Background: an optimization exercise with open tools, aiming at small area, a short achievable clock period and few clock cycles. Do not read the settings as production practice. In this exercise RTL edits were held to simulation tests only and were not proved equivalent to the original. Power is estimated from default activity; no workload was simulated.

==> flow/run.sh <==
#!/bin/bash
set -euo pipefail
cd "$(dirname "$0")/.."
bash standard.sh SETUP_SLACK_MARGIN=6.6 finish > flow_make.log 2>&1
==> standard.sh <==
#!/bin/bash
# synth_recipe.tcl (not shown) runs the flow's synth.tcl, then flattens the netlist and writes it again
# the make line also repeats each setting of config.mk as NAME=value (left out here)
make -C /OpenROAD-flow-scripts/flow DESIGN_CONFIG=/design/flow/config.mk WORK_HOME=/design/flow/orfs CLKGATE_MAP_FILE= SYNTH_SCRIPT=/design/flow/synth_recipe.tcl "${@:-finish}"
==> config.mk <==
export PLATFORM = sky130hd
export DESIGN_NAME = nspe_rt
export DESIGN_NICKNAME = nspe_rt
export VERILOG_FILES = /design/flow/design.v
export SDC_FILE = /design/flow/constraint.sdc
export NUM_CORES = 4
export LEC_CHECK = 0
export CAP_MARGIN = 20
export CORE_MARGIN = 2
export CORE_UTILIZATION = 45
export PLACE_DENSITY = 0.6
export SETUP_SLACK_MARGIN = 5
export SLEW_MARGIN = 20
export TNS_END_PERCENT = 5
==> constraint.sdc <==
create_clock -name core_clock -period 10.0 [get_ports {clk}]
set_input_delay 2.0000 -clock core_clock [delete_from_list [all_inputs] [get_ports {clk}]]
set_output_delay 2.0000 -clock core_clock [all_outputs]
set_load 0.01 [all_outputs]
==> design.v <==
module nspe_rt (
    input             clk,
    input             rst,           
    input             cmd_valid,
    output            cmd_ready,
    input      [2:0]  cmd_op,
    input      [31:0] cmd_ip,
    input      [31:0] cmd_mask,
    input      [7:0]  cmd_iface,
    input      [31:0] cmd_new_ip,
    input      [2:0]  cmd_sel,       
    input      [15:0] cmd_index,
    output reg        rsp_valid,
    output reg [7:0]  rsp_status,
    output reg        rsp_flag,      
    output reg [7:0]  rsp_iface,
    output reg [3:0]  rsp_index,
    output     [4:0]  rsp_count,
    output reg [31:0] rsp_ip,
    output reg [31:0] rsp_mask,
    output reg        rsp_edited,
    output reg        rsp_deleted
);
    localparam CAP = 16;
    localparam OP_INSERT = 3'd0, OP_EDIT = 3'd1, OP_REMOVE = 3'd2, OP_REGEN = 3'd3,
               OP_CLEAN  = 3'd4, OP_LOOKUP = 3'd5, OP_READ = 3'd6;
    localparam ST_OK = 8'h00, ST_NOT_FOUND = 8'h07, ST_DUPLICATE = 8'h08,
               ST_TABLE_FULL = 8'h09, ST_ILLEGAL = 8'h10;
    function [1:0] fadd(input x, input y, input z);
        fadd = {(x & y) | (x & z) | (y & z), x ^ y ^ z};
    endfunction
    function [3:0] popc15(input [14:0] x);
        reg [1:0] a0, a1, a2, a3, a4, a5, a6, b0, b1, b2, c0;
        begin
            a0 = fadd(x[0], x[1], x[2]);
            a1 = fadd(x[3], x[4], x[5]);
            a2 = fadd(x[6], x[7], x[8]);
            a3 = fadd(x[9], x[10], x[11]);
            a4 = fadd(x[12], x[13], x[14]);
            a5 = fadd(a0[0], a1[0], a2[0]);
            a6 = fadd(a5[0], a3[0], a4[0]);           
            b0 = fadd(a0[1], a1[1], a2[1]);
            b1 = fadd(a3[1], a4[1], a5[1]);
            b2 = fadd(b0[0], b1[0], a6[1]);           
            c0 = fadd(b0[1], b1[1], b2[1]);           
            popc15 = {c0[1], c0[0], b2[0], a6[0]};
        end
    endfunction
    function [4:0] popc16(input [15:0] x);
        reg [3:0] p;
        begin
            p = popc15(x[14:0]);
            popc16 = {1'b0, p} + {4'd0, x[15]};
        end
    endfunction
    function [5:0] popc32(input [31:0] x);
        reg [3:0] h0, h1;
        begin
            h0 = popc15(x[14:0]);
            h1 = popc15(x[29:15]);
            popc32 = ({2'd0, h0} + {2'd0, h1}) + ({5'd0, x[30]} + {5'd0, x[31]});
        end
    endfunction
    function [1:0] cmp6(input [5:0] a, input [5:0] b);
        reg [5:0] g, e;
        reg g2, e2, g1, e1, g0, e0;
        begin
            g = a & ~b;
            e = ~(a ^ b);
            g2 = g[5] | (e[5] & g[4]); e2 = e[5] & e[4];
            g1 = g[3] | (e[3] & g[2]); e1 = e[3] & e[2];
            g0 = g[1] | (e[1] & g[0]); e0 = e[1] & e[0];
            cmp6 = {g2 | (e2 & g1) | (e2 & e1 & g0), e2 & e1 & e0};
        end
    endfunction
    reg        p_valid;
    reg [2:0]  p_op;
    reg [31:0] p_ip;
    reg [31:0] p_nip;
    reg [31:0] p_mask;
    reg [7:0]  p_if;
    reg [2:0]  p_sel;
    reg [4:0]  p_idx;
    reg        p_idx_big;    
    wire p_two = p_op == OP_EDIT && (p_sel[0] || !p_sel[1]);
    assign cmd_ready = ~(p_valid && p_two);
    always @(posedge clk) begin
        p_valid   <= cmd_valid & cmd_ready & ~rst;
        p_op      <= cmd_op;
        p_ip      <= cmd_ip;
        p_nip     <= cmd_new_ip;
        p_mask    <= cmd_mask;
        p_if      <= cmd_iface;
        p_sel     <= cmd_sel;
        p_idx     <= cmd_index[4:0];
        p_idx_big <= |cmd_index[15:5];
    end
    reg        c_valid;
    reg [2:0]  c_op;
    reg [31:0] c_ip;         
    reg [31:0] c_nip;        
    reg        c_two;        
    reg        c_ph2;        
    reg [31:0] c_mask;
    reg [5:0]  c_len;
    reg [7:0]  c_if;
    reg [2:0]  c_sel;
    reg [4:0]  c_idx;
    reg        c_idx_big;
    wire ph1 = c_valid && c_two && !c_ph2;
    always @(posedge clk) begin
        c_valid <= (ph1 | p_valid) & ~rst;
        c_ph2   <= ph1;
        if (ph1) begin
            if (c_sel[0]) c_ip <= c_nip;
        end else begin
            c_op      <= p_op;
            c_two     <= p_two;
            c_ip      <= p_ip;
            c_nip     <= p_nip;
            c_mask    <= p_mask;
            c_if      <= p_if;
            c_sel     <= p_sel;
            c_idx     <= p_idx;
            c_idx_big <= p_idx_big;
        end
    end
    reg [CAP*32-1:0] t_ip, t_mask;
    reg [CAP*8-1:0]  t_if;
    reg [CAP*6-1:0]  t_len;       
    reg [CAP-1:0]    t_v, t_ed, t_del;
    wire is_ins    = c_valid && c_op == OP_INSERT;
    wire is_edit   = c_valid && c_op == OP_EDIT;
    wire is_rm     = c_valid && c_op == OP_REMOVE;
    wire is_regen  = c_valid && c_op == OP_REGEN;
    wire is_clean  = c_valid && c_op == OP_CLEAN;
    wire [CAP-1:0] mt;      
    wire [CAP-1:0] eqa;     
    wire [CAP-1:0] klt;     
    wire [CAP-1:0] wr;      
    wire       found   = |eqa;
    wire       f_ed    = |(eqa & t_ed);
    wire       f_del   = |(eqa & t_del);
    wire [CAP-1:0] fa  = eqa & ~t_del;
    wire       found_a = |fa;
    reg  [CAP-1:0] f1;
    always @(posedge clk) f1 <= fa;
    wire [CAP-1:0] fe  = c_ph2 ? f1 : fa;
    reg  [5:0] f_len;
    integer q;
    always @* begin
        f_len = 6'd0;
        for (q = 0; q < CAP; q = q + 1)
            f_len = f_len | (fa[q] ? t_len[q*6 +: 6] : 6'd0);
    end
    always @(posedge clk)
        if (ph1) begin
            if (!c_sel[1]) c_len <= f_len;
        end else
            c_len <= popc32(p_mask);
    genvar s, t;
    generate
        for (s = 0; s < CAP; s = s + 1) begin : cmp
            wire [31:0] ips = t_ip[s*32 +: 32];
            wire [31:0] x   = c_ip ^ ips;
            wire [5:0]  ls  = t_len[s*6 +: 6];
            assign mt[s]  = t_v[s] & ~t_del[s] & ~|(x & t_mask[s*32 +: 32]);
            assign eqa[s] = t_v[s] & ~|x;
            wire [1:0] lc = cmp6(c_len, ls);
            assign klt[s] = ~t_v[s] | lc[1] | (lc[0] & (c_ip < ips));
        end
    endgenerate
    wire [CAP-1:0] drop = t_v & ~t_ed & ~t_del;
    wire [CAP*CAP-1:0] bf;
    generate
        for (s = 0; s < CAP; s = s + 1) begin : od
            assign bf[s*CAP+s] = 1'b0;
            for (t = s + 1; t < CAP; t = t + 1) begin : op
                reg o;
                always @(posedge clk)
                    if (wr[s])        o <= klt[t];
                    else if (wr[t])   o <= ~klt[s];
                    else if (is_regen && drop[s]) o <= 1'b0;
                    else if (is_regen && drop[t]) o <= 1'b1;
                assign bf[s*CAP+t] = o;
                assign bf[t*CAP+s] = ~o;
            end
        end
    endgenerate
    wire [CAP-1:0] win;
    reg  [3:0]     rk [0:CAP-1];
    generate
        for (s = 0; s < CAP; s = s + 1) begin : rkg
            wire [CAP-1:0] col;
            for (t = 0; t < CAP; t = t + 1) begin : c
                assign col[t] = bf[t*CAP+s];
            end
            wire [CAP-1:0] pv = col;
            wire [14:0] pv15;
            for (t = 0; t < CAP - 1; t = t + 1) begin : p15
                assign pv15[t] = pv[t < s ? t : t + 1];
            end
            always @(posedge clk) rk[s] <= popc15(pv15);
            assign win[s] = mt[s] & ~|(mt & col);
        end
    endgenerate
    reg [CAP-1:0] free1;
    integer u;
    always @* begin
        free1 = 16'd0;
        for (u = CAP - 1; u >= 0; u = u - 1)
            if (!t_v[u]) free1 = 16'd0 | (16'd1 << u);
    end
    wire full = &t_v;
    wire dup  = c_ph2 & c_sel[0] & |(eqa & ~f1);
    assign wr = ({CAP{is_ins & ~found & ~full}} & free1) |
                ({CAP{is_ins}} & eqa & ~t_ed & ~t_del) |
                ({CAP{is_edit & ~ph1 & ~dup}} & fe);
    wire we_ip   = is_ins | c_sel[0];
    wire we_mask = is_ins | c_sel[1];
    wire we_if   = is_ins | c_sel[2];
    wire [CAP-1:0] keep = t_v & (t_ed | t_del);
    reg           o_valid;
    reg [7:0]     o_status;
    reg           o_flag;
    reg           o_read;
    reg           o_big;
    reg [3:0]     o_idx;
    reg [CAP-1:0] o_win;
    integer i;
    always @(posedge clk) begin
        for (i = 0; i < CAP; i = i + 1) begin
            if (wr[i]) begin
                if (we_ip)   t_ip[i*32 +: 32]   <= c_ip;
                if (we_mask) t_mask[i*32 +: 32] <= c_mask;
                if (we_mask) t_len[i*6 +: 6]    <= c_len;
                if (we_if)   t_if[i*8 +: 8]     <= c_if;
                t_ed[i]  <= is_edit;
                t_del[i] <= 1'b0;
            end
            if (is_rm && fa[i]) t_del[i] <= 1'b1;
        end
        if (rst || is_clean) t_v <= 16'd0;
        else if (is_regen)   t_v <= keep;
        else                 t_v <= t_v | wr;
        o_valid  <= c_valid & ~ph1 & ~rst;
        o_flag   <= 1'b0;
        o_status <= ST_OK;
        case (c_op)
        OP_INSERT: begin
            if (!found && full) o_status <= ST_TABLE_FULL;
            o_flag <= ~found | (~f_ed & ~f_del);
        end
        OP_EDIT:   if (!(|fe)) o_status <= ST_NOT_FOUND;
                   else if (dup) o_status <= ST_DUPLICATE;
        OP_REMOVE: if (!found_a) o_status <= ST_NOT_FOUND;
        OP_LOOKUP: o_flag <= |mt;
        OP_READ:   ;
        OP_REGEN, OP_CLEAN: ;
        default:   o_status <= ST_ILLEGAL;
        endcase
        o_read <= (c_op == OP_READ);
        o_big  <= c_idx_big | c_idx[4];
        o_idx  <= c_idx[3:0];
        o_win  <= win;
    end
    reg [CAP-1:0] rsel;
    reg [31:0] r_ip, r_mask;
    reg [7:0]  r_if;
    reg [3:0]  r_rank;
    reg        r_ed, r_del;
    integer r;
    always @* begin
        for (r = 0; r < CAP; r = r + 1)
            rsel[r] = o_read ? (t_v[r] && rk[r] == o_idx) : o_win[r];
        r_ip = 32'd0; r_mask = 32'd0; r_if = 8'd0; r_rank = 4'd0; r_ed = 1'b0; r_del = 1'b0;
        for (r = 0; r < CAP; r = r + 1) begin
            r_ip   = r_ip   | (rsel[r] ? t_ip[r*32 +: 32]   : 32'd0);
            r_mask = r_mask | (rsel[r] ? t_mask[r*32 +: 32] : 32'd0);
            r_if   = r_if   | (rsel[r] ? t_if[r*8 +: 8]     : 8'd0);
            r_rank = r_rank | (rsel[r] ? rk[r]              : 4'd0);
            r_ed   = r_ed   | (rsel[r] & t_ed[r]);
            r_del  = r_del  | (rsel[r] & t_del[r]);
        end
    end
    reg [4:0] rsp_cnt;
    assign rsp_count = rsp_cnt;
    always @(posedge clk) begin
        rsp_valid   <= o_valid & ~rst;
        rsp_status  <= (o_read && (o_big || !(|rsel))) ? ST_NOT_FOUND : o_status;
        rsp_flag    <= o_flag;
        rsp_cnt     <= popc16(t_v);
        rsp_iface   <= r_if;
        rsp_index   <= r_rank;
        rsp_ip      <= r_ip;
        rsp_mask    <= r_mask;
        rsp_edited  <= r_ed;
        rsp_deleted <= r_del;
    end
endmodule
==> impl_metrics.json, run 1 <==
{
  "detailedRoute.firstIterationViolations": 17900,
  "post-route-util_pct": 55.6,
  "placement_row_count": 166,
  "synth_top_cell_area_share_pct": 49.0,
  "setup_repair_after_global_routing_missed_its_margin": "true",
  "synth_edf_count": 1507,
  "r2r_setup_slack_ns": 5.39,
  "grt_start_max_net_pins": 80,
  "grt.overflow.total": 0,
  "synthDistinctLibCells": 87,
  "synth_top_area_cells": "sky130_fd_sc_hd__edfxtp_1 49%, sky130_fd_sc_hd__ha_1 8.5%, sky130_fd_sc_hd__dfxtp_1 7.6%",
  "clkPwrFrac_pct": 42.7,
  "cp_data_required_time_ns": 10.78,
  "reg2regPathDepth": 9,
  "cts_htree_levels": 4,
  "most_common_library_cell_in_the_layout_ignoring_fill_and_taps": "sky130_fd_sc_hd__edfxtp_1",
  "p_sw_mw": 4.96,
  "crit_path_start_kind": "flop",
  "power_frac_comb_pct": 11.4,
  "synth_largest_area_cell": "sky130_fd_sc_hd__edfxtp_1",
  "max_cap_viol_count": 0,
  "maxClockFrequency_mhz": 217,
  "number_of_global_route_vias_before_repair": 74500,
  "finalMaxSlewViolations": 2,
  "layout-area-overhead-vs-synth_pct": 23.0,
  "i_o_pin_count": 223,
  "finalWeightedCongestion": 1.23,
  "fin_cells": 11300,
  "yosys_warnings": 2,
  "drc_violation_count_after_routing": 0,
  "internal_power_mw": 13.8,
  "placement.setup.worst_slack_ns": 3.87,
  "final_cell_mix": "1507 x sky130_fd_sc_hd__edfxtp_1, 1344 x sky130_fd_sc_hd__inv_1, 496 x sky130_fd_sc_hd__ha_1, 375 x sky130_fd_sc_hd__nand2_1, 360 x sky130_fd_sc_hd__a221oi_1",
  "rr_startpoint": "t_v[5]$_SDFF_PP0_",
  "ys.flop_type": "sky130_fd_sc_hd__edfxtp_1",
  "status": "complete, but fails checks",
  "cts_buffers": 201,
  "hpwlAfterDp_mm": 431,
  "drive_gt1_share_pct": 16.1,
  "fraction_of_registers_with_async_set_or_reset_after_synthesis_pct": 0,
  "setup_viol": 0,
  "clock-root-buffer": "sky130_fd_sc_hd__clkbuf_16",
  "netSwitchingFraction_pct": 26.5,
  "worst_slew_pin_slew_ns": 1.57,
  "nets": 9329,
  "final.fill_count": 16900,
  "cts.sink_count": 1855,
  "power.leakage_nw": 45.8,
  "min_period_ns": 4.61,
  "grt_pass1_wl_mm": 745,
  "effective_utilization_at_floorplan_pct": 45.2,
  "synth.avg_cell_area_um2": 12.0,
  "ys_ff_latch": 1855,
  "power_density_mw_per_mm2": 165,
  "die_w_um": 457,
  "final-hold-violation-count": 0,
  "peakVddDrop_mv": 0.347,
  "worstPathMaxFanout": 13,
  "worstSkewPairLatency_ns": 0.96,
  "drtAntennaViolNets": 0,
  "layout_setup_ws_ns": 5.39,
  "sequential_power_share_pct": 45.9,
  "firstDrtPassIters": 11,
  "numPortBuffers": 219,
  "cp-endpoint": "o_win[1]$_DFF_P_",
  "mapped_cells": 7665,
  "fp.coreArea_mm2": 0.204,
  "skew_ns": 0.0781,
  "slew_headroom_pct": -4.68,
  "synth_seq_area_share_pct": 56.6,
  "crit_start": "t_v[5]$_SDFF_PP0_",
  "setup-tns-final_ns": 0,
  "place_inst": 10500,
  "min_path_type": "reg -> reg",
  "detailroute.via_count": 83200,
  "worst_r2r_endpoint": "o_win[1]$_DFF_P_",
  "drt-total-wl_mm": 589,
  "wire_length_per_cell_um": 52.2,
  "critical_path_class": "reg -> reg",
  "clock_pin_slew_on_the_worst_setup_and_hold_paths_ns": 0.06,
  "vias_per_cell": 7.37,
  "die_y_um": 457,
  "critPathCaptureType": "flop",
  "fp.dieArea_mm2": 0.209,
  "gr-usage-all-layers_pct": 54.9,
  "cts_tree": "done",
  "final.period_utilization_pct": 46.1,
  "check_fail_reasons": "max-slew violations",
  "cts_max_path_buffers": 3,
  "timing.critical_path.arrival_ns": 5.39,
  "netlist_area_mm2": 0.0923,
  "antenna_found_initial": 127
}
## sequential cells by signal, indices dropped and copies added, names as in the netlist, 64 cells and up
| signal | flops |
|---|---|
| t_ip | 512 |
| t_mask | 512 |
| t_if | 128 |
| od.op.o | 120 |
| rk | 64 |
| t_len | 96 |
## cell usage after synthesis, types with 65 or more instances
cell                          n
sky130_fd_sc_hd__nand4_1    256
sky130_fd_sc_hd__o21ai_0    111
sky130_fd_sc_hd__nor2_1     242
sky130_fd_sc_hd__o221ai_1    69
sky130_fd_sc_hd__nor4_1      71
sky130_fd_sc_hd__a22o_1     338
sky130_fd_sc_hd__dfxtp_1    348
sky130_fd_sc_hd__nand2b_1    79
sky130_fd_sc_hd__nand2_1    388
sky130_fd_sc_hd__clkbuf_1   214
sky130_fd_sc_hd__nand3_1    126
sky130_fd_sc_hd__fa_1       211
sky130_fd_sc_hd__o22ai_1    207
sky130_fd_sc_hd__a21o_1     122
sky130_fd_sc_hd__edfxtp_1  1507
sky130_fd_sc_hd__nor2b_1     73
sky130_fd_sc_hd__ha_1       625
sky130_fd_sc_hd__inv_1     1359
sky130_fd_sc_hd__a221oi_1   369
sky130_fd_sc_hd__xnor2_1     65
sky130_fd_sc_hd__a22oi_1     71
sky130_fd_sc_hd__a21oi_1    246
## worst max-delay path: stages, from the launching register on
cell	delay (ns)
sky130_fd_sc_hd__dfxtp_1	0.97
sky130_fd_sc_hd__inv_1	0.64
sky130_fd_sc_hd__a2111oi_0	1.07
sky130_fd_sc_hd__nand4_1	0.28
sky130_fd_sc_hd__nor3_4	0.26
sky130_fd_sc_hd__buf_4	0.38
sky130_fd_sc_hd__inv_1	0.23
sky130_fd_sc_hd__o22ai_1	0.25
sky130_fd_sc_hd__a221oi_1	0.07
sky130_fd_sc_hd__and3_1	0.23
## layout make-up
type                            instances  area (µm²)  share of cell area (%)
Sequential cell                      1855       52200                    46.0
Multi-Input combinational cell       4170       37200                    32.7
Timing Repair Buffer                  768        8470                    7.46
Clock buffer                          279        5860                    5.16
Inverter                             1368        5190                    4.58
Tap cell                             2688        3360                    2.96
Clock inverter                         98        1080                   0.950
Antenna cell                           65         163                   0.143
## worst min-delay path by stage
stage | startpoint | endpoint | slack (ns) | depth (start not counted)
detailed placement | o_flag$_DFF_P_ | rsp_flag$_DFF_P_ | 0.31 | 0
global route | c_idx[1]$_DFFE_PN_ | o_idx[1]$_DFF_P_ | 0.36 | 0
floorplan | o_flag$_DFF_P_ | rsp_flag$_DFF_P_ | 0.31 | 0
global placement | o_flag$_DFF_P_ | rsp_flag$_DFF_P_ | 0.32 | 0
CTS | c_idx[1]$_DFFE_PN_ | o_idx[1]$_DFF_P_ | 0.34 | 0
finish | c_idx[1]$_DFFE_PN_ | o_idx[1]$_DFF_P_ | 0.34 | 0
## repair_timing
action | CTS | global route
resized for setup | 511 | 288
gates cloned | 35 | 10
setup endpoints to repair | 1762 | 1787
pin swaps | 112 | 66
setup buffers | 211 | 58
hold buffers | 0 | 0
## metal layers
metal  routed length (µm)  track usage, %
met1               203000            66.5
met2               218000            70.9
met3               107000            31.3
met4                60700            41.4
met5                  897            2.43
## metrics by stage
step                instance area [µm²]  hold WS, ns  power, mW
detailed placement                99600        0.312       10.6
global placement                  99500        0.316       10.5
CTS                              111000        0.342       18.4
global route                     113000        0.361       19.0
finish                           114000        0.340       18.7
floorplan                         92700        0.310       9.60
## cells by family after synthesis
kind of cell	count (synthesis)	synth area share, %
other cells	1	0.00406
buf+inv	1653	6.82
xor+xnor	69	0.655
simple gates	1438	8.04
mux	11	0.119
flops	1855	56.6
compound gates	1802	14.7
fa+ha+maj	836	13.1
## power groups by stage
stage,registers (mW),clock network [mW],logic [mW]
after floorplan,8.80,0,0.799
after global placement,8.75,0,1.74
after detailed placement,8.75,0,1.80
after CTS,8.59,7.91,1.92
after global routing,8.59,8.20,2.17
final,8.59,8.00,2.13
Testbench counts, summed over its fixed seeds: cycles 5,001.
==> inputs of run 2 (changes only) <==
--- a/design.v
+++ b/design.v
@@ -53,12 +53,28 @@
             popc16 = {1'b0, p} + {4'd0, x[15]};
         end
     endfunction
-    function [5:0] popc32(input [31:0] x);
-        reg [3:0] h0, h1;
+    function [2:0] popc4(input [3:0] x);
+        reg [1:0] a0;
         begin
-            h0 = popc15(x[14:0]);
-            h1 = popc15(x[29:15]);
-            popc32 = ({2'd0, h0} + {2'd0, h1}) + ({5'd0, x[30]} + {5'd0, x[31]});
+            a0 = fadd(x[0], x[1], x[2]);
+            popc4 = {a0[1] & (a0[0] & x[3]), a0[1] ^ (a0[0] & x[3]), a0[0] ^ x[3]};
+        end
+    endfunction
+    function [5:0] sum8x3(input [23:0] p);
+        reg [2:0] a, b, c, d, e, f, g2, h;
+        reg [5:0] s1, c1, s2, c2, s3, c3, s4, c4;
+        reg [5:0] x0, x1, x2, x3, x4, x5, x6, x7;
+        begin
+            {h, g2, f, e, d, c, b, a} = p;
+            x0 = {3'd0, a}; x1 = {3'd0, b}; x2 = {3'd0, c}; x3 = {3'd0, d};
+            x4 = {3'd0, e}; x5 = {3'd0, f}; x6 = {3'd0, g2}; x7 = {3'd0, h};
+            s1 = x0 ^ x1 ^ x2; c1 = ((x0 & x1) | (x0 & x2) | (x1 & x2)) << 1;
+            s2 = x3 ^ x4 ^ x5; c2 = ((x3 & x4) | (x3 & x5) | (x4 & x5)) << 1;
+            s3 = s1 ^ c1 ^ s2; c3 = ((s1 & c1) | (s1 & s2) | (c1 & s2)) << 1;
+            s4 = c2 ^ x6 ^ x7; c4 = ((c2 & x6) | (c2 & x7) | (x6 & x7)) << 1;
+            s1 = s3 ^ c3 ^ s4; c1 = ((s3 & c3) | (s3 & s4) | (c3 & s4)) << 1;
+            s2 = s1 ^ c1 ^ c4; c2 = ((s1 & c1) | (s1 & c4) | (c1 & c4)) << 1;
+            sum8x3 = s2 + c2;
         end
     endfunction
     function [1:0] cmp6(input [5:0] a, input [5:0] b);
@@ -82,10 +98,17 @@
     reg [2:0]  p_sel;
     reg [4:0]  p_idx;
     reg        p_idx_big;    
+    reg [23:0] p_pc;         
+    integer g;
     wire p_two = p_op == OP_EDIT && (p_sel[0] || !p_sel[1]);
-    assign cmd_ready = ~(p_valid && p_two);
+    reg  busy;     
+    assign cmd_ready = ~busy;
     always @(posedge clk) begin
-        p_valid   <= cmd_valid & cmd_ready & ~rst;
+        p_valid   <= cmd_valid & ~busy & ~rst;
+        busy      <= cmd_valid & ~busy & ~rst &
+                     (cmd_op == OP_EDIT) & (cmd_sel[0] | ~cmd_sel[1]);
+        for (g = 0; g < 8; g = g + 1)
+            p_pc[g*3 +: 3] <= popc4(cmd_mask[g*4 +: 4]);
         p_op      <= cmd_op;
         p_ip      <= cmd_ip;
         p_nip     <= cmd_new_ip;
@@ -157,7 +180,7 @@
         if (ph1) begin
             if (!c_sel[1]) c_len <= f_len;
         end else
-            c_len <= popc32(p_mask);
+            c_len <= sum8x3(p_pc);
     genvar s, t;
     generate
         for (s = 0; s < CAP; s = s + 1) begin : cmp
@@ -213,6 +236,9 @@
     end
     wire full = &t_v;
     wire dup  = c_ph2 & c_sel[0] & |(eqa & ~f1);
+    wire [CAP-1:0] wd = ({CAP{is_ins}} & free1) |
+                        ({CAP{is_ins}} & eqa & ~t_ed & ~t_del) |
+                        ({CAP{is_edit & ~ph1 & ~dup}} & fe);
     assign wr = ({CAP{is_ins & ~found & ~full}} & free1) |
                 ({CAP{is_ins}} & eqa & ~t_ed & ~t_del) |
                 ({CAP{is_edit & ~ph1 & ~dup}} & fe);
@@ -230,7 +256,7 @@
     integer i;
     always @(posedge clk) begin
         for (i = 0; i < CAP; i = i + 1) begin
-            if (wr[i]) begin
+            if (wd[i]) begin
                 if (we_ip)   t_ip[i*32 +: 32]   <= c_ip;
                 if (we_mask) t_mask[i*32 +: 32] <= c_mask;
                 if (we_mask) t_len[i*6 +: 6]    <= c_len;
--- a/config.mk
+++ b/config.mk
@@ -5,10 +5,10 @@
 export SDC_FILE = /design/flow/constraint.sdc
 export NUM_CORES = 4
 export LEC_CHECK = 0
-export CAP_MARGIN = 20
+export CAP_MARGIN = 35
 export CORE_MARGIN = 2
 export CORE_UTILIZATION = 45
 export PLACE_DENSITY = 0.6
 export SETUP_SLACK_MARGIN = 5
-export SLEW_MARGIN = 20
+export SLEW_MARGIN = 35
 export TNS_END_PERCENT = 5
==> run 2 against run 1 <==
Against the previous run:
- the run now finishes clean
- worst hold slack worse by 0.0062 ns
- critical path depth is 4 higher
- die area is 1.4% higher
- power is 2.1% higher
- clock power is 2% higher
- final cell count is 2.0% higher
- sequential power is 1% higher
- sequential cell count is 25 higher
==> impl_metrics.json, run 2 <==
{
  "final.period_utilization_pct": 49.2,
  "power_density_mw_per_mm2": 166,
  "layout-area-overhead-vs-synth_pct": 22.9,
  "synth_edf_count": 1507,
  "detailedRoute.firstIterationViolations": 18900,
  "grt_start_max_net_pins": 80,
  "fp.dieArea_mm2": 0.212,
  "placement.setup.worst_slack_ns": 3.94,
  "power_frac_comb_pct": 11.7,
  "min_delay_path_depth": 0,
  "hpwlAfterDp_mm": 444,
  "number_of_global_route_vias_before_repair": 76500,
  "layout_setup_ws_ns": 5.08,
  "wire_length_per_cell_um": 52.1,
  "min_path_type": "reg -> reg",
  "maxClockFrequency_mhz": 203,
  "die_y_um": 460,
  "ys_ff_latch": 1880,
  "finalMaxSlewViolations": 0,
  "worstSkewPairLatency_ns": 0.94,
  "setup_repair_after_global_routing_missed_its_margin": "true",
  "effective_utilization_at_floorplan_pct": 45.2,
  "final.fill_count": 17100,
  "min_period_ns": 4.92,
  "mapped_cells": 7833,
  "cts_tree": "done",
  "cts_max_path_buffers": 3,
  "setup-tns-final_ns": 0,
  "gr-usage-all-layers_pct": 55.4,
  "numPortBuffers": 219,
  "final_cell_area_mm2": 0.115,
  "placement.cell_area_mm2": 0.102,
  "power.leakage_nw": 47.1,
  "grt.overflow.total": 0,
  "i_o_pin_count": 223,
  "synth_top_area_cells": "sky130_fd_sc_hd__edfxtp_1 48%, sky130_fd_sc_hd__ha_1 8.6%, sky130_fd_sc_hd__dfxtp_1 8.0%",
  "firstDrtPassIters": 14,
  "crit_path_start_kind": "flop",
  "most_common_library_cell_in_the_layout_ignoring_fill_and_taps": "sky130_fd_sc_hd__edfxtp_1",
  "clkPwrFrac_pct": 42.9,
  "cts.sink_count": 1880,
  "synth_most_common_cell": "sky130_fd_sc_hd__edfxtp_1",
  "critPathCaptureType": "flop",
  "reg2regPathDepth": 13,
  "synth_largest_area_cell": "sky130_fd_sc_hd__edfxtp_1",
  "ys.flop_type": "sky130_fd_sc_hd__edfxtp_1",
  "max_cap_viol_count": 0,
  "finalWeightedCongestion": 1.24,
  "antenna_found_initial": 123,
  "cts_buffers": 202,
  "netlist_area_mm2": 0.0935,
  "worstPathMaxFanout": 32,
  "fp.coreArea_mm2": 0.207,
  "p_sw_mw": 5.19,
  "vias_per_cell": 7.37,
  "nets": 9538,
  "drive_gt1_share_pct": 15.2,
  "die_w_um": 460,
  "clock-root-buffer": "sky130_fd_sc_hd__clkbuf_16",
  "synth_top_cell_area_share_pct": 48.4,
  "skew_ns": 0.0819,
  "grt_pass1_wl_mm": 759,
  "synth.avg_cell_area_um2": 11.9,
  "detailroute.via_count": 84900,
  "internal_power_mw": 13.9,
  "sequential_power_share_pct": 45.4,
  "status": "finished clean",
  "timing.critical_path.arrival_ns": 5.61,
  "fraction_of_registers_with_async_set_or_reset_after_synthesis_pct": 0,
  "worst_slew_pin_slew_ns": 1.26,
  "placement_row_count": 167,
  "drtAntennaViolNets": 0,
  "netSwitchingFraction_pct": 27.2,
  "drc_violation_count_after_routing": 0,
  "synth_seq_area_share_pct": 56.4,
  "cts_htree_levels": 4,
  "drt-total-wl_mm": 600,
  "yosys_warnings": 2,
  "biggestRegsByFlops": "t_ip: 512 flops, t_mask: 512 flops, t_if: 128 flops",
  "final_cell_mix": "1507 x sky130_fd_sc_hd__edfxtp_1, 1434 x sky130_fd_sc_hd__inv_1, 560 x sky130_fd_sc_hd__ha_1, 378 x sky130_fd_sc_hd__a221oi_1, 370 x sky130_fd_sc_hd__dfxtp_1",
  "slew_headroom_pct": 16.1,
  "total_of_hold_buffers_inserted_after_clock_tree_synthesis": 0,
  "synth_commonest_cells": "1507 x sky130_fd_sc_hd__edfxtp_1, 1440 x sky130_fd_sc_hd__inv_1, 640 x sky130_fd_sc_hd__ha_1, 388 x sky130_fd_sc_hd__a221oi_1, 373 x sky130_fd_sc_hd__dfxtp_1",
  "final-hold-violation-count": 0,
  "clock_pin_slew_on_the_worst_setup_and_hold_paths_ns": 0.06,
  "cp_data_required_time_ns": 10.70,
  "peakVddDrop_mv": 0.218,
  "setup_viol": 0,
  "holdWs_ns": 0.334,
  "critical_path_class": "reg -> reg",
  "synthDistinctLibCells": 91
}
==> run 2: area by class of cell <==
cell class              count  area (µm²)  area share [%]
diodes                     81         203           0.176
clock inverters           110        1410            1.22
flip-flops and latches   1880       52700            45.9
multi-input cells        4253       37500            32.6
well taps                2704        3380            2.94
repair buffers            774        8530            7.42
inverters                1446        5460            4.75
clock buffers             274        5800            5.05
==> run 2: through the flow <==
step | total power, mW | util [%] | instances
final | 19.1 | 55.6 | 11500
after CTS | 18.9 | 55.0 | 11400
after global routing | 19.3 | 55.5 | 11500
after global placement | 10.7 | 48.6 | 10700
after detailed placement | 10.8 | 49.1 | 10800
after floorplan | 9.71 | - | 7835
==> run 2: routing by layer <==
layer | global-route usage, % | up-vias | share of wire [%]
li1 | - | 30700 | -
met1 | 65.3 | 41700 | 33
met2 | 70.3 | 9775 | 37
met3 | 35.0 | 2606 | 19
met4 | 42.9 | 117 | 10
met5 | 4.75 | - | 0.36
==> run 2: final timing paths <==
kind                            slack [ns]          endpoint          startpoint
worst min register to register        0.33  rsp_flag$_DFF_P_      o_flag$_DFF_P_
worst max-delay path                  5.08  o_win[3]$_DFF_P_  c_ip[11]$_DFFE_PP_
worst min-delay path                  0.33  rsp_flag$_DFF_P_      o_flag$_DFF_P_
worst max register to register        5.08  o_win[3]$_DFF_P_  c_ip[11]$_DFFE_PP_
==> run 2: power groups by stage <==
stage / Sequential (mW) / Clock (mW) / Combinational, mW
6_report: 8.68 / 8.19 / 2.23
5_1_grt: 8.69 / 8.41 / 2.25
4_1_cts: 8.69 / 8.12 / 2.05
3_5_place_dp: 8.86 / 0 / 1.93
3_3_place_gp: 8.87 / 0 / 1.84
2_1_floorplan: 8.93 / 0 / 0.784
==> run 2: critical path, stage by stage, from the launching register on <==
cell and delay [ns]:
sky130_fd_sc_hd__edfxtp_1 0.41, sky130_fd_sc_hd__buf_8 0.21, sky130_fd_sc_hd__ha_1 0.43, sky130_fd_sc_hd__nor2b_1 0.66, sky130_fd_sc_hd__a2111oi_0 0.23, sky130_fd_sc_hd__nand4_1 0.30, sky130_fd_sc_hd__nor4_1 0.14, sky130_fd_sc_hd__buf_4 0.21
sky130_fd_sc_hd__nand3_1 0.07, sky130_fd_sc_hd__buf_4 0.32, sky130_fd_sc_hd__o22ai_1 0.15, sky130_fd_sc_hd__a221oi_1 0.59, sky130_fd_sc_hd__nand2_1 0.22, sky130_fd_sc_hd__nor4_1 0.69
==> run 2: what timing repair did <==
item | in CTS | in global routing
pin swaps | 123 | 24
cloned | 35 | 3
setup buffers | 217 | 33
endpoints found under the setup margin | 1789 | 1793
resized for setup | 470 | 93
==> run 2: logic make-up (layout without fill, tap and decap cells) <==
kind of cell	after synthesis	count (layout)	share of synthesized area, %
adder cells (fa/ha/maj)	852	852	13.1
multiplexers	21	21	0.227
flip-flops	1880	1880	56.4
buffers and inverters	1716	2604	7.01
other	1	84	0.00401
XOR/XNOR	67	67	0.627
AO/OA/AOI/OAI	1873	1880	14.9
AND/OR/NAND/NOR	1423	1430	7.79
Testbench counts of run 2, summed over its fixed seeds: cycles 5,001.
==> inputs of run 3 (changes only) <==
==> run.sh (new file) <==
#!/bin/bash
# synth_recipe.tcl (not shown) runs the flow's synth.tcl, then flattens the netlist and writes it again
# the make line also repeats each setting of config.mk as NAME=value (left out here)
make -C /OpenROAD-flow-scripts/flow DESIGN_CONFIG=/design/flow/config.mk WORK_HOME=/design/flow/orfs CLKGATE_MAP_FILE= SYNTH_SCRIPT=/design/flow/synth_recipe.tcl finish
removed: flow/run.sh
removed: standard.sh
==> run 3 against run 2 <==
Against the previous run:
- the layout now fails its checks (max-capacitance violations, max-slew violations)
- clock skew grew 0.0015 ns
- die area is the same
- via count shrank 2.4%
- first-iteration DRC count shrank 1.8%
- core utilization shrank 2.6 points
- power grew 1.1%
- critical endpoint is now o_flag$_DFF_P_
- highest routed layer unchanged
==> impl_metrics.json, run 3 <==
{
  "status": "complete, but fails checks",
  "check_fail_reasons": "max-capacitance violations, max-slew violations",
  "setup_repair_after_global_routing_missed_its_margin": "true",
  "cts_htree_levels": 4,
  "cp_top_family": "simple AND/OR/NAND/NOR gates",
  "fp.dieArea_mm2": 0.212,
  "cts.sink_count": 1880,
  "drive_gt1_share_pct": 10.3,
  "power.leakage_nw": 44.9,
  "detailroute.via_count": 82800,
  "synth_compound_gate_area_share_pct": 14.9,
  "cts_tree": "done",
  "effective_utilization_at_floorplan_pct": 45.2,
  "finalWeightedCongestion": 1.17,
  "synth_commonest_cells": "1507 x sky130_fd_sc_hd__edfxtp_1, 1440 x sky130_fd_sc_hd__inv_1, 640 x sky130_fd_sc_hd__ha_1, 388 x sky130_fd_sc_hd__a221oi_1, 373 x sky130_fd_sc_hd__dfxtp_1",
  "post_synth_mux_area_share_pct": 0.227,
  "firstDrtPassIters": 14,
  "final-hold-violation-count": 0,
  "cp_data_required_time_ns": 10.85,
  "worst_slew_pin_slew_ns": 1.50,
  "post_synth_fa_ha_maj_area_fraction_pct": 13.1,
  "number_of_buffers_and_inverters_on_the_critical_path": 3,
  "critPathCaptureType": "flop",
  "finalMaxSlewViolations": 1,
  "i_o_pin_count": 223,
  "antenna_found_initial": 123,
  "die_w_um": 460,
  "fraction_of_registers_with_async_set_or_reset_after_synthesis_pct": 0,
  "number_of_global_route_vias_before_repair": 74300,
  "yosys_warnings": 2,
  "synth_top_cell_area_share_pct": 48.4,
  "max_cap_viol_count": 1,
  "fp.coreArea_mm2": 0.207,
  "die_y_um": 460,
  "netlist_area_mm2": 0.0935,
  "cts_max_path_buffers": 3,
  "detailedRoute.firstIterationViolations": 18600,
  "crit_path_start_kind": "flop",
  "final_cell_mix": "1507 x sky130_fd_sc_hd__edfxtp_1, 1437 x sky130_fd_sc_hd__inv_1, 624 x sky130_fd_sc_hd__ha_1, 385 x sky130_fd_sc_hd__a221oi_1, 372 x sky130_fd_sc_hd__dfxtp_1",
  "synth_top_area_cells": "sky130_fd_sc_hd__edfxtp_1 48%, sky130_fd_sc_hd__ha_1 8.6%, sky130_fd_sc_hd__dfxtp_1 8.0%",
  "peakVddDrop_mv": 0.291,
  "worst_path_max_delay_cell": "sky130_fd_sc_hd__nor4_1",
  "min_period_ns": 5.66,
  "drtAntennaViolNets": 0,
  "setup_viol": 0,
  "grt_pass1_wl_mm": 742,
  "skew_ns": 0.0833,
  "total_of_hold_buffers_inserted_after_clock_tree_synthesis": 0,
  "drt-total-wl_mm": 587,
  "synth_seq_area_share_pct": 56.4,
  "numPortBuffers": 219,
  "synth_edf_count": 1507,
  "gr-usage-all-layers_pct": 54.2,
  "synthDistinctLibCells": 91,
  "clock_pin_slew_on_the_worst_setup_and_hold_paths_ns": 0.07,
  "maxClockFrequency_mhz": 177,
  "final.fill_count": 17500,
  "grt_start_max_net_pins": 106,
  "crit_path_cell_trace": "buf_4 -> ha_2 -> o22ai_1 -> a221oi_1 -> nand3_1 -> nor4_1 -> nand3_1 -> buf_4 -> inv_1 -> nor4_1 -> nand4_1 -> a41o_1",
  "critical_path_class": "reg -> reg",
  "grt.overflow.total": 0,
  "r2r_setup_slack_ns": 4.34,
  "setup-tns-final_ns": 0,
  "biggestRegsByFlops": "t_ip: 512 flops, t_mask: 512 flops, t_if: 128 flops",
  "final.period_utilization_pct": 56.6,
  "ys_ff_latch": 1880,
  "worstPathMaxFanout": 32,
  "worstSkewPairLatency_ns": 0.94,
  "synth.avg_cell_area_um2": 11.9,
  "slew_headroom_pct": -0.720,
  "power_density_mw_per_mm2": 176,
  "power_mw": 19.3,
  "layout-area-overhead-vs-synth_pct": 17.3,
  "cts_buffers": 204,
  "placement_row_count": 167,
  "yosys.area_share.xor_xnor_pct": 0.627,
  "hpwlAfterDp_mm": 448,
  "synth_most_common_cell": "sky130_fd_sc_hd__edfxtp_1",
  "timing.critical_path.arrival_ns": 6.50,
  "synth-simple-area-share_pct": 7.79,
  "mapped_cells": 7833,
  "min_path_type": "reg -> reg",
  "synth_top_family_by_area": "compound AO/OA/AOI/OAI gates",
  "drc_violation_count_after_routing": 0,
  "cp_slowest_stage_delay_ns": 0.78,
  "vias_per_cell": 7.35,
  "synth_largest_area_cell": "sky130_fd_sc_hd__edfxtp_1",
  "most_common_library_cell_in_the_layout_ignoring_fill_and_taps": "sky130_fd_sc_hd__edfxtp_1",
  "ys.flop_type": "sky130_fd_sc_hd__edfxtp_1",
  "wire_length_per_cell_um": 52.1,
  "clock-root-buffer": "sky130_fd_sc_hd__clkbuf_16",
  "nets": 9277
}
-- run 3: cell type report --
| class | count | area, µm² | share of cell area, % |
|---|---|---|---|
| Tap cell | 2704 | 3380 | 3.08 |
| Timing Repair Buffer | 523 | 4950 | 4.51 |
| Clock buffer | 263 | 5730 | 5.22 |
| Multi-Input combinational cell | 4241 | 35600 | 32.4 |
| Clock inverter | 126 | 1690 | 1.54 |
| Sequential cell | 1880 | 52700 | 48.1 |
| Inverter | 1446 | 5440 | 4.96 |
| Antenna cell | 88 | 220 | 0.201 |
-- run 3: kinds of logic after synthesis --
logic type	Yosys count
simple gates	1423
buf+inv	1716
fa+ha+maj	852
flops	1880
compound gates	1873
xor+xnor	67
other cells	1
mux	21
-- run 3: final timing paths --
check                     start                to  depth (start not counted)
max          c_ip[14]$_DFFE_PP_    o_flag$_DFF_P_                         12
min              o_flag$_DFF_P_  rsp_flag$_DFF_P_                          0
max reg2reg  c_ip[14]$_DFFE_PP_    o_flag$_DFF_P_                         12
min reg2reg      o_flag$_DFF_P_  rsp_flag$_DFF_P_                          0
-- run 3: stage by stage --
stage | util [%] | std cells | setup WS, ns | hold WS (ns) | area [µm²]
after floorplan | - | 7835 | 5.04 | 0.310 | 93500
after global placement | 48.6 | 10700 | 3.32 | 0.316 | 100000
after detailed placement | 49.0 | 10800 | 3.54 | 0.316 | 101000
after CTS | 52.7 | 11200 | 4.85 | 0.330 | 109000
after global routing | 52.9 | 11200 | 4.66 | 0.347 | 109000
final | 53.0 | 11300 | 4.34 | 0.329 | 110000
-- run 3: worst reg2reg max path: cells and delay by family (launching register included) --
kind	cells	cell delay, ns
simple gates	5	2.10
fa+ha+maj	1	0.81
buf+inv	3	0.91
flops	1	0.36
compound gates	3	1.41
-- run 3: timing repair --
action                                  in CTS  in global routing
endpoints found under the setup margin    1547               1283
cloned                                       0                  2
pin swaps                                   13                 13
buffers inserted                            19                 12
resized for setup                           45                 39
hold endpoints to repair                     0                  0
-- run 3: layer usage --
| metal | vias up | wire, µm | global-route usage (%) |
|---|---|---|---|
| li1 | 30100 | - | - |
| met1 | 40900 | 208000 | 67.9 |
| met2 | 9507 | 218000 | 69.7 |
| met3 | 2225 | 107000 | 30.6 |
| met4 | 86 | 53000 | 36.7 |
| met5 | - | 1230 | 1.49 |
-- run 3: report_power, final --
| group | total, mW | switching, mW | leakage (nW) | internal (mW) |
|---|---|---|---|---|
| sequential | 8.70 | 0.100 | 17.0 | 8.60 |
| combinational | 2.18 | 1.52 | 24.3 | 0.663 |
| clock | 8.43 | 3.67 | 3.58 | 4.76 |

[port drivers added, routing unchanged]
The flow's constraints put no driver on any port. The routed layouts listed below were extracted and timed again, unchanged, in two steps. Step 1 (the two cells are an assumption about what drives the block):
set clk [get_ports {clk}]
set_driving_cell -lib_cell sky130_fd_sc_hd__clkbuf_16 $clk
set_driving_cell -lib_cell sky130_fd_sc_hd__buf_2 [delete_from_list [all_inputs] $clk]
Step 2, shift: input delay + t, output delay - t, t = (earliest + latest rising clock arrival at the registers) / 2. This alone moves slack from input paths to output paths. Slacks: no drivers / after step 1 / after step 2; pairs: no drivers / after step 1.
run	t (ns)	slack for setup (ns)	hold WS [ns]	clock arrival spread, ns	worst slew at a driven data input, ns
run 1	1.031	5.392 / 5.392 / 5.392	0.340 / 0.340 / 0.340	0.078 / 0.078	0.13
run 2	1.009	5.081 / 5.081 / 5.081	0.334 / 0.334 / 0.334	0.082 / 0.082	0.17
run 3	1.001	4.344 / 4.344 / 4.344	0.329 / 0.329 / 0.329	0.090 / 0.090	0.14
